From an optimization exercise on the open Yosys and OpenROAD flow, aimed at small area; shortcuts taken in it are not production practice. Only simulation tests tie the RTL to the original design; equivalence was not proved. Power is estimated from default activity; no workload was simulated.

<file path="flow/run.sh">
#!/bin/bash
# synth_recipe.tcl (not shown) runs the flow's synth.tcl, then flattens the netlist and writes it again
# the make line also repeats each setting of config.mk as NAME=value (left out here)
make -C /OpenROAD-flow-scripts/flow DESIGN_CONFIG=/design/flow/config.mk WORK_HOME=/design/flow/orfs CLKGATE_MAP_FILE= SYNTH_SCRIPT=/design/flow/synth_recipe.tcl finish
</file>
<file path="flow/config.mk">
export PLATFORM = sky130hd
export DESIGN_NAME = bitpack_codec
export DESIGN_NICKNAME = bitpack_codec
export VERILOG_FILES = /design/flow/design.v
export SDC_FILE = /design/flow/constraint.sdc
export NUM_CORES = 4
export LEC_CHECK = 0
export CAP_MARGIN = 20
export CORE_MARGIN = 2
export CORE_UTILIZATION = 40
export SLEW_MARGIN = 20
</file>
<file path="flow/constraint.sdc">
create_clock -name core_clock -period 6.0 [get_ports {clk}]
set_input_delay 1.2000 -clock core_clock [delete_from_list [all_inputs] [get_ports {clk}]]
set_output_delay 1.2000 -clock core_clock [all_outputs]
set_load 0.01 [all_outputs]
</file>
<file path="flow/design.v">
module bitshift_option_deriver (
    input  wire [7:0] od_in,
    output wire [7:0] opt0,
    output wire [7:0] opt1,
    output wire [7:0] opt2,
    output wire [7:0] opt3
);
    assign opt0 = od_in | {od_in[6:0], 1'b0};
    assign opt1 = od_in & {od_in[6:0], 1'b0};
    assign opt2 = od_in | {1'b0, od_in[7:1]};
    assign opt3 = od_in & {1'b0, od_in[7:1]};
endmodule
module compression_encoder_fsm (
    input  wire       clk,
    input  wire       rst,
    input  wire       in_valid,
    output wire       in_ready,
    input  wire       in_end,
    input  wire [7:0] in_data,
    output wire       out_valid,
    input  wire       out_ready,
    output wire [7:0] out_data,
    output wire       enc_done,
    output wire       enc_collision
);
    localparam S_RUN  = 2'd0;   
    localparam S_LITS = 2'd1;   
    localparam S_SENT = 2'd2;   
    localparam S_DONE = 2'd3;
    reg  [1:0] state;
    reg        d1, d2;          
    reg  [7:0] h0, h1, h2;
    reg  [6:0] acc;             
    reg  [2:0] lm;              
    reg        coll;
    wire [7:0] opt0, opt1, opt2, opt3;
    bitshift_option_deriver u_odr (
        .od_in(h2), .opt0(opt0), .opt1(opt1), .opt2(opt2), .opt3(opt3)
    );
    wire [7:0] b = in_end ? 8'h00 : in_data;
    reg  [1:0] op, sel;
    reg        modp;
    always @(*) begin
        sel  = 2'd0;
        modp = 1'b0;
        if (d2 && h2 == b)        op = 2'b11;                                   
        else if (d1 && h1 == b)   op = 2'b10;                                   
        else if (d2 && opt0 == b) begin op = 2'b01; modp = 1'b1; sel = 2'd0; end
        else if (d2 && opt1 == b) begin op = 2'b01; modp = 1'b1; sel = 2'd1; end
        else if (d2 && opt2 == b) begin op = 2'b01; modp = 1'b1; sel = 2'd2; end
        else if (d2 && opt3 == b) begin op = 2'b01; modp = 1'b1; sel = 2'd3; end
        else                      op = 2'b00;                                   
    end
    wire is_lit = (op == 2'b00);
    wire n3        = acc[6];                    
    wire n2        = acc[4] && !acc[6];         
    wire acc_empty = (acc == 7'd1);
    wire flush     = n3 || (n2 && modp);
    wire leftover  = n3 && modp;
    wire [7:0] ctrl     = n3 ? {acc[5:0], op} : {acc[3:0], op, sel};
    wire [6:0] acc_app  = modp ? {acc[2:0], op, sel} : {acc[4:0], op};
    wire [6:0] acc_rest = leftover ? {4'b0001, sel} : 7'd1;
    wire in_run   = (state == S_RUN);
    wire in_lits  = (state == S_LITS);
    wire fin_end  = in_end && acc_empty;        
    wire lit_hist = |lm;
    wire [7:0] lbyte = lm[0] ? h0 : lm[1] ? h1 : lm[2] ? h2 : b;
    wire run_ctrl = in_run && in_valid && !fin_end && flush;
    wire lits_out = in_lits && (lit_hist || is_lit);
    assign out_valid = !rst && (run_ctrl || lits_out || state == S_SENT);
    assign out_data  = in_run ? ctrl : in_lits ? lbyte : 8'h01;
    assign enc_done  = (state == S_DONE);
    assign enc_collision = coll;
    wire lits_fin  = in_lits && !lit_hist && (!is_lit || out_ready);
    wire pass_done = in_valid && ((in_run && !fin_end && !flush) || lits_fin);
    assign in_ready = !rst && ((in_run && (in_end ? acc_empty : !flush)) ||
                               (lits_fin && !in_end));
    wire put = out_valid && out_ready;
    always @(posedge clk) begin
        if (pass_done) begin
            h0 <= h1;
            h1 <= h2;
            h2 <= b;
        end
    end
    always @(posedge clk) begin
        if (rst) begin
            state <= S_RUN;
            d1    <= 1'b0;
            d2    <= 1'b0;
            acc   <= 7'd1;
            lm    <= 3'd0;
            coll  <= 1'b0;
        end else begin
            if (pass_done) begin
                d1  <= d2;
                d2  <= 1'b1;
                lm  <= {is_lit && in_run, lm[2:1]};
                acc <= in_run ? acc_app : acc_rest;
            end
            case (state)
                S_RUN: begin
                    if (in_valid && fin_end)
                        state <= S_SENT;
                    else if (run_ctrl && out_ready) begin
                        state <= S_LITS;
                        if (ctrl == 8'h01) coll <= 1'b1;
                    end
                end
                S_LITS: begin
                    if (lm[0])      begin if (out_ready) lm[0] <= 1'b0; end
                    else if (lm[1]) begin if (out_ready) lm[1] <= 1'b0; end
                    else if (lm[2]) begin if (out_ready) lm[2] <= 1'b0; end
                    else if (in_valid && lits_fin) state <= S_RUN;
                end
                S_SENT: begin
                    if (out_ready) state <= S_DONE;
                end
                default: ;
            endcase
        end
    end
endmodule
module compression_decoder_fsm (
    input  wire       clk,
    input  wire       rst,
    input  wire       in_valid,
    output wire       in_ready,
    input  wire       in_eof,
    input  wire [7:0] in_data,
    output wire       out_valid,
    input  wire       out_ready,
    output wire [7:0] out_data,
    output wire       dec_done,
    output wire [2:0] dec_status
);
    localparam ST_NONE      = 3'd0;
    localparam ST_SENTINEL  = 3'd1;
    localparam ST_EOF_CTRL  = 3'd2;
    localparam ST_EOF_LIT   = 3'd3;
    localparam ST_EOF_SEL   = 3'd4;
    localparam ST_UNDEF_REF = 3'd5;
    localparam OP_LIT  = 2'b00;
    localparam OP_MODP = 2'b01;
    localparam OP_REP2 = 2'b10;
    localparam OP_REP1 = 2'b11;
    reg  [2:0] status;
    reg        d0, d1;          
    reg  [7:0] p0, p1;
    reg  [8:0] slots;           
    wire [7:0] opt0, opt1, opt2, opt3;
    bitshift_option_deriver u_odr (
        .od_in(p1), .opt0(opt0), .opt1(opt1), .opt2(opt2), .opt3(opt3)
    );
    wire       run   = (status == ST_NONE);
    wire       empty = (slots[7:0] == 8'd0);
    wire       last  = (slots[6:0] == 7'b1000000);
    wire [1:0] op    = slots[8:7];
    wire       sent  = (in_data == 8'h01);
    wire       ctrl_tok = empty || (op == OP_MODP && last);    
    reg [1:0] sel;
    reg [7:0] modp_val;
    always @(*) begin
        sel = last ? in_data[7:6] : slots[6:5];
        case (sel)
            2'd0:    modp_val = opt0;
            2'd1:    modp_val = opt1;
            2'd2:    modp_val = opt2;
            default: modp_val = opt3;
        endcase
    end
    reg       prod;
    reg [7:0] v;
    always @(*) begin
        case (op)
            OP_REP1: begin prod = d1; v = p1; end
            OP_REP2: begin prod = d0; v = p0; end
            OP_LIT:  begin prod = in_valid && !in_eof; v = in_data; end
            default: begin prod = d1 && (!last || (in_valid && !in_eof && !sent)); v = modp_val; end
        endcase
        if (empty) prod = 1'b0;
    end
    wire tok_now = in_eof || (ctrl_tok && (sent || !d1 || empty));
    wire need_tok = empty || op == OP_LIT || (op == OP_MODP && last);
    assign out_valid  = !rst && run && prod;
    assign out_data   = v;
    assign in_ready   = !rst && run && need_tok && (tok_now || out_ready);
    assign dec_done   = !run;
    assign dec_status = status;
    wire take = in_valid && in_ready;
    wire put  = out_valid && out_ready;
    always @(posedge clk) begin
        if (put) begin
            p0 <= p1;
            p1 <= v;
        end
    end
    always @(posedge clk) begin
        if (rst) begin
            status <= ST_NONE;
            d0     <= 1'b0;
            d1     <= 1'b0;
            slots  <= 9'h100;
        end else if (run) begin
            if (put) begin
                d0 <= d1;
                d1 <= 1'b1;
            end
            if (empty) begin
                if (take) begin
                    if (in_eof)    status <= ST_EOF_CTRL;
                    else if (sent) status <= ST_SENTINEL;
                    else           slots  <= {in_data, 1'b1};
                end
            end else begin
                case (op)
                    OP_LIT: begin
                        if (take && in_eof) status <= ST_EOF_LIT;
                        else if (put)       slots  <= {slots[6:0], 2'b00};
                    end
                    OP_MODP: begin
                        if (last) begin
                            if (take) begin
                                if (in_eof)    status <= ST_EOF_SEL;
                                else if (sent) status <= ST_SENTINEL;
                                else if (!d1)  status <= ST_UNDEF_REF;
                                else           slots  <= {in_data[5:0], 3'b100};
                            end
                        end else if (!d1) status <= ST_UNDEF_REF;
                        else if (put)     slots  <= {slots[4:0], 4'b0000};
                    end
                    OP_REP2: begin
                        if (!d0)      status <= ST_UNDEF_REF;
                        else if (put) slots  <= {slots[6:0], 2'b00};
                    end
                    default: begin
                        if (!d1)      status <= ST_UNDEF_REF;
                        else if (put) slots  <= {slots[6:0], 2'b00};
                    end
                endcase
            end
        end
    end
endmodule
module bitpack_codec (
    input  wire       clk,
    input  wire       rst,
    input  wire       enc_in_valid,
    output wire       enc_in_ready,
    input  wire       enc_in_end,
    input  wire [7:0] enc_in_data,
    output wire       enc_out_valid,
    input  wire       enc_out_ready,
    output wire [7:0] enc_out_data,
    output wire       enc_done,
    output wire       enc_collision,
    input  wire       dec_in_valid,
    output wire       dec_in_ready,
    input  wire       dec_in_eof,
    input  wire [7:0] dec_in_data,
    output wire       dec_out_valid,
    input  wire       dec_out_ready,
    output wire [7:0] dec_out_data,
    output wire       dec_done,
    output wire [2:0] dec_status
);
    compression_encoder_fsm u_enc (
        .clk(clk), .rst(rst),
        .in_valid(enc_in_valid), .in_ready(enc_in_ready),
        .in_end(enc_in_end), .in_data(enc_in_data),
        .out_valid(enc_out_valid), .out_ready(enc_out_ready),
        .out_data(enc_out_data),
        .enc_done(enc_done), .enc_collision(enc_collision)
    );
    compression_decoder_fsm u_dec (
        .clk(clk), .rst(rst),
        .in_valid(dec_in_valid), .in_ready(dec_in_ready),
        .in_eof(dec_in_eof), .in_data(dec_in_data),
        .out_valid(dec_out_valid), .out_ready(dec_out_ready),
        .out_data(dec_out_data),
        .dec_done(dec_done), .dec_status(dec_status)
    );
endmodule
</file>
==> impl_metrics.py <==
metrics = {
    "sta": {
        "max_clock_freq_ghz": 0.170,
        "grt_setup_unrepaired": "no",
        "worst_slack_ps": 124,
        "setup_viol": 0,
        "hold_viol": 0,
        "tightest_slew_ps": 923,
        "slew_viol_final": 0,
        "finalClockSkew_ps": 14.2,
        "relSlewSlack_pct": 38.0,
        "period_share_pct": 97.9,
        "setup-tns-final_ps": 0,
        "fin_crit_ps": 5880,
    },
    "synthesis": {
        "synth_cell_types": 84,
        "syn_inst": 578,
        "syn_area_um2": 5050,
        "ys_ff_latch": 69,
        "synth.avg_cell_area_um2": 8.73,
        "yosysTopAreaCell": "edfxtp_1",
        "synth-seq-area-share_pct": 35.3,
        "async_flop_share_pct": 0,
        "synth.top_cell.area_share_pct": 23.8,
        "synthTopCellsByArea": "edfxtp_1 (24%), dfxtp_1 (12%), nor2_1 (3.8%), mux2i_1 (3.6%), nand2_1 (3.4%)",
        "synth_top_flop_cell": "edfxtp_1",
        "syn-num-nets": 606,
        "synth_edf_count": 40,
        "yosysWarnings": 2,
    },
    "worst_setup_path": {
        "worst_setup_path_start_kind": "input port",
        "worstReg2RegEnd": "u_enc.h0[2]",
        "crit_fanout": 14,
        "arrival_ps": 4680,
        "timing.rr.start": "u_enc.h2[3]",
        "critical_path_class": "input port to output pin",
        "crit_chain": "clkdlybuf4s50_1, nor2b_1, buf_4, o21ai_0, a2111oi_0, nand4_1, nand4_4, a21oi_1, mux2_2, o22ai_1, clkdlybuf4s50_1",
        "critPathCaptureType": "output pin",
        "cp_common_cell": "clkdlybuf4s50_1",
        "cp_top_family": "buffers and inverters",
        "cp_slowest_cell": "clkdlybuf4s50_1",
        "slowest_delay_ps": 640,
        "r2r_slack_ps": 2260,
        "reg2reg_depth": 9,
        "required_ps": 4800,
        "path_buf_inv": 3,
    },
    "power_and_ir_drop": {
        "total_power_mw": 2.68,
        "power.density_nw_per_um2": 451,
        "power_leakage_nw": 2.09,
        "ir_drop_uv": 194,
    },
    "floorplanning": {
        "io_pins": 50,
        "die_h_um": 116,
        "core-area_um2": 12500,
        "die_w_um": 116,
        "rows": 41,
        "design.die.area_um2": 13500,
        "initial_utilization_pct": 40.5,
    },
    "outcome": {
        "outcome": "finished clean",
    },
    "clocking": {
        "clock_path_buffers": 2,
        "cts_tree": "built",
        "cts-htree-levels": 3,
        "clk_pin_slew_ps": 60,
        "clock-sinks": 69,
        "cts-root-buf": "clkbuf_16",
        "post_cts_buffers": 0,
        "cts_buffers": 9,
        "clk_latency_ps": 340,
    },
    "detailed_routing": {
        "wl_per_cell_um": 17.8,
        "viasPerCell": 6.01,
        "first_iter_violations": 409,
        "drc": 0,
        "vias": 4672,
        "drt_first_pass_iters": 5,
        "drtAntennaViolNets": 0,
        "wl_mm": 13.9,
    },
    "final_layout": {
        "num_antenna_cells": 0,
        "utilization_pct": 47.6,
        "drive_gt1_share_pct": 9.74,
        "fill_cells": 1187,
        "layout.nets": 629,
        "areaGrowthSynthToFinish_pct": 17.6,
    },
    "global_routing": {
        "grt_overflow": 0,
        "antenna_found_initial": 0,
        "grt_pass1_vias": 4335,
        "grt_usage_pct": 21.3,
        "grt_pass1_wl_mm": 22.7,
        "grt_max_degree": 39,
    },
    "min_path": {
        "min_to": "u_enc.coll",
        "min_path_cells": 2,
        "hold_path_class": "register to register",
        "min_from": "u_enc.coll",
    },
    "placed_design": {
        "portBuffers": 49,
        "dp_hpwl_mm": 9.92,
        "place_ws_ps": 237,
        "gp_congestion": 0.924,
    },
    "run": {
        "cap_viol_max_count": 0,
    },
}
[worst max-delay path by stage]
stage	from	to	slack [ps]	cells past startpoint
floorplan	enc_in_data[4]	enc_out_data[0]	1620	10
global placement	enc_in_end	enc_out_data[0]	370	11
detailed placement	enc_in_end	enc_out_data[0]	240	11
CTS	enc_in_end	enc_out_data[0]	220	11
global route	enc_in_end	enc_out_data[0]	7	11
finish	enc_in_end	enc_out_data[2]	120	11
[cells by family after synthesis]
logic type | count (synthesis) | share of synthesized area (%)
AOI/OAI and AO/OA | 183 | 26.8
xor gates and xnor gates | 21 | 3.64
adders and majority gates | 4 | 0.992
buffers and inverters | 71 | 6.69
DFF | 69 | 35.3
muxes | 21 | 4.31
and+or+nand+nor | 209 | 22.2
[layer usage]
metal	track usage (%)	part of all wire [%]	routed length, um
met5	0	0	0
met4	5.00	1.2	173
met3	4.93	6.6	922
met2	34.0	47	6460
met1	29.5	46	6320
[cells in the final DEF, fill, tap and decap left out, types with 10 or more instances in the layout]
| cell | Yosys | layout |
|---|---|---|
| a21oi_1 | 31 | 31 |
| mux2i_1 | 18 | 18 |
| clkdlybuf4s50_1 | 0 | 49 |
| nor2_1 | 51 | 51 |
| nor2b_1 | 12 | 10 |
| o21ai_0 | 34 | 34 |
| buf_4 | 3 | 13 |
| nand3_1 | 21 | 21 |
| o22ai_1 | 13 | 13 |
| dfxtp_1 | 29 | 29 |
| inv_1 | 19 | 19 |
| nor3_1 | 15 | 15 |
| xor2_1 | 13 | 13 |
| edfxtp_1 | 40 | 40 |
| a31oi_1 | 10 | 10 |
| a221oi_1 | 14 | 14 |
| nand2_1 | 46 | 46 |
[worst register-to-register path: cells and delay by family (launching register included)]
family | cells | cell delay, ps
AO/OA/AOI/OAI | 4 | 1490
flip-flops | 1 | 650
buffers and inverters | 2 | 640
AND/OR/NAND/NOR | 3 | 600
[where the power goes]
group | total, mW | switching, mW | internal, mW
registers | 0.850 | 0.199 | 0.651
clock network | 0.575 | 0.207 | 0.367
logic | 1.25 | 0.718 | 0.533
total | 2.68 | 1.12 | 1.55
[state kept, by name (all words and copies together), names as in the netlist]
register,cells
u_enc.h1,8
u_dec.status,3
u_enc.h2,8
u_dec.p1,8
u_enc.coll,1
u_enc.d1,1
u_enc.acc,7
u_enc.lm,3
u_dec.p0,8
u_enc.h0,8
u_dec.d0,1
u_dec.slots,9
u_enc.d2,1
u_dec.d1,1
u_enc.state,2
[area by class of cell]
| class | instances | area (um2) | share of cell area (%) |
|---|---|---|---|
| Clock buffer | 10 | 229 | 3.86 |
| Clock inverter | 6 | 95.1 | 1.60 |
| Inverter | 21 | 78.8 | 1.33 |
| Multi-Input combinational cell | 438 | 2950 | 49.6 |
| Sequential cell | 69 | 1780 | 30.0 |
| Tap cell | 172 | 215 | 3.63 |
| Timing Repair Buffer | 62 | 588 | 9.91 |
[per-stage QoR]
| step | cells | area, um2 | hold slack (ps) |
|---|---|---|---|
| floorplan | 578 | 5050 | 421 |
| global placement | 762 | 5600 | 470 |
| detailed placement | 762 | 5600 | 469 |
| CTS | 778 | 5930 | 486 |
| global route | 778 | 5930 | 511 |
| finish | 778 | 5930 | 488 |
[synth_stat cells, types with 4 or more instances]
| cell | n |
|---|---|
| a21o_1 | 5 |
| o32ai_1 | 5 |
| a22oi_1 | 4 |
| nand2b_1 | 6 |
| buf_2 | 18 |
| inv_1 | 19 |
| o21ai_0 | 34 |
| nand2_1 | 46 |
| edfxtp_1 | 40 |
| a211oi_1 | 9 |
| or3_1 | 6 |
| and3_1 | 5 |
| buf_6 | 5 |
| o22ai_1 | 13 |
| a32o_1 | 4 |
| o211ai_1 | 8 |
| nand4_1 | 5 |
| ha_1 | 4 |
| a21oi_1 | 31 |
| o31ai_1 | 6 |
| a31oi_1 | 10 |
| dfxtp_1 | 29 |
| a221oi_1 | 14 |
| clkbuf_1 | 24 |
| xor2_1 | 13 |
| nand3_1 | 21 |
| xnor2_1 | 8 |
| nor4_1 | 7 |
| nor2b_1 | 12 |
| nor3_1 | 15 |
| nor2_1 | 51 |
| mux2i_1 | 18 |
| nor4bb_1 | 4 |
[timing repair]
action                     4_1_cts  5_1_grt
resized for setup                0        2
hold buffers                     0        0
setup endpoints to repair        0        1

## port drivers added, routing unchanged
Ports are ideal in the flow. The routed layout listed here was re-timed in OpenROAD. Step 1 (the two cells are an assumption about what drives the block):
set clk [get_ports {clk}]
set_driving_cell -lib_cell sky130_fd_sc_hd__clkbuf_16 $clk
set_driving_cell -lib_cell sky130_fd_sc_hd__buf_2 [delete_from_list [all_inputs] $clk]
Step 2 also shifts input and output timing later by t, the mid clock arrival at the registers, as if the neighbouring blocks saw the same clock. Three values: ideal, step 1, step 2; two values: the first two.
t, ns: 0.368
setup WS [ns]: 0.124 / 0.104 / 0.104
worst data-port slew with drivers (ns): 0.03
After both steps setup and hold are still met in this run. For this run, drivers alone change the setup slack by -0.020 ns; drivers and shift together by -0.020 ns.
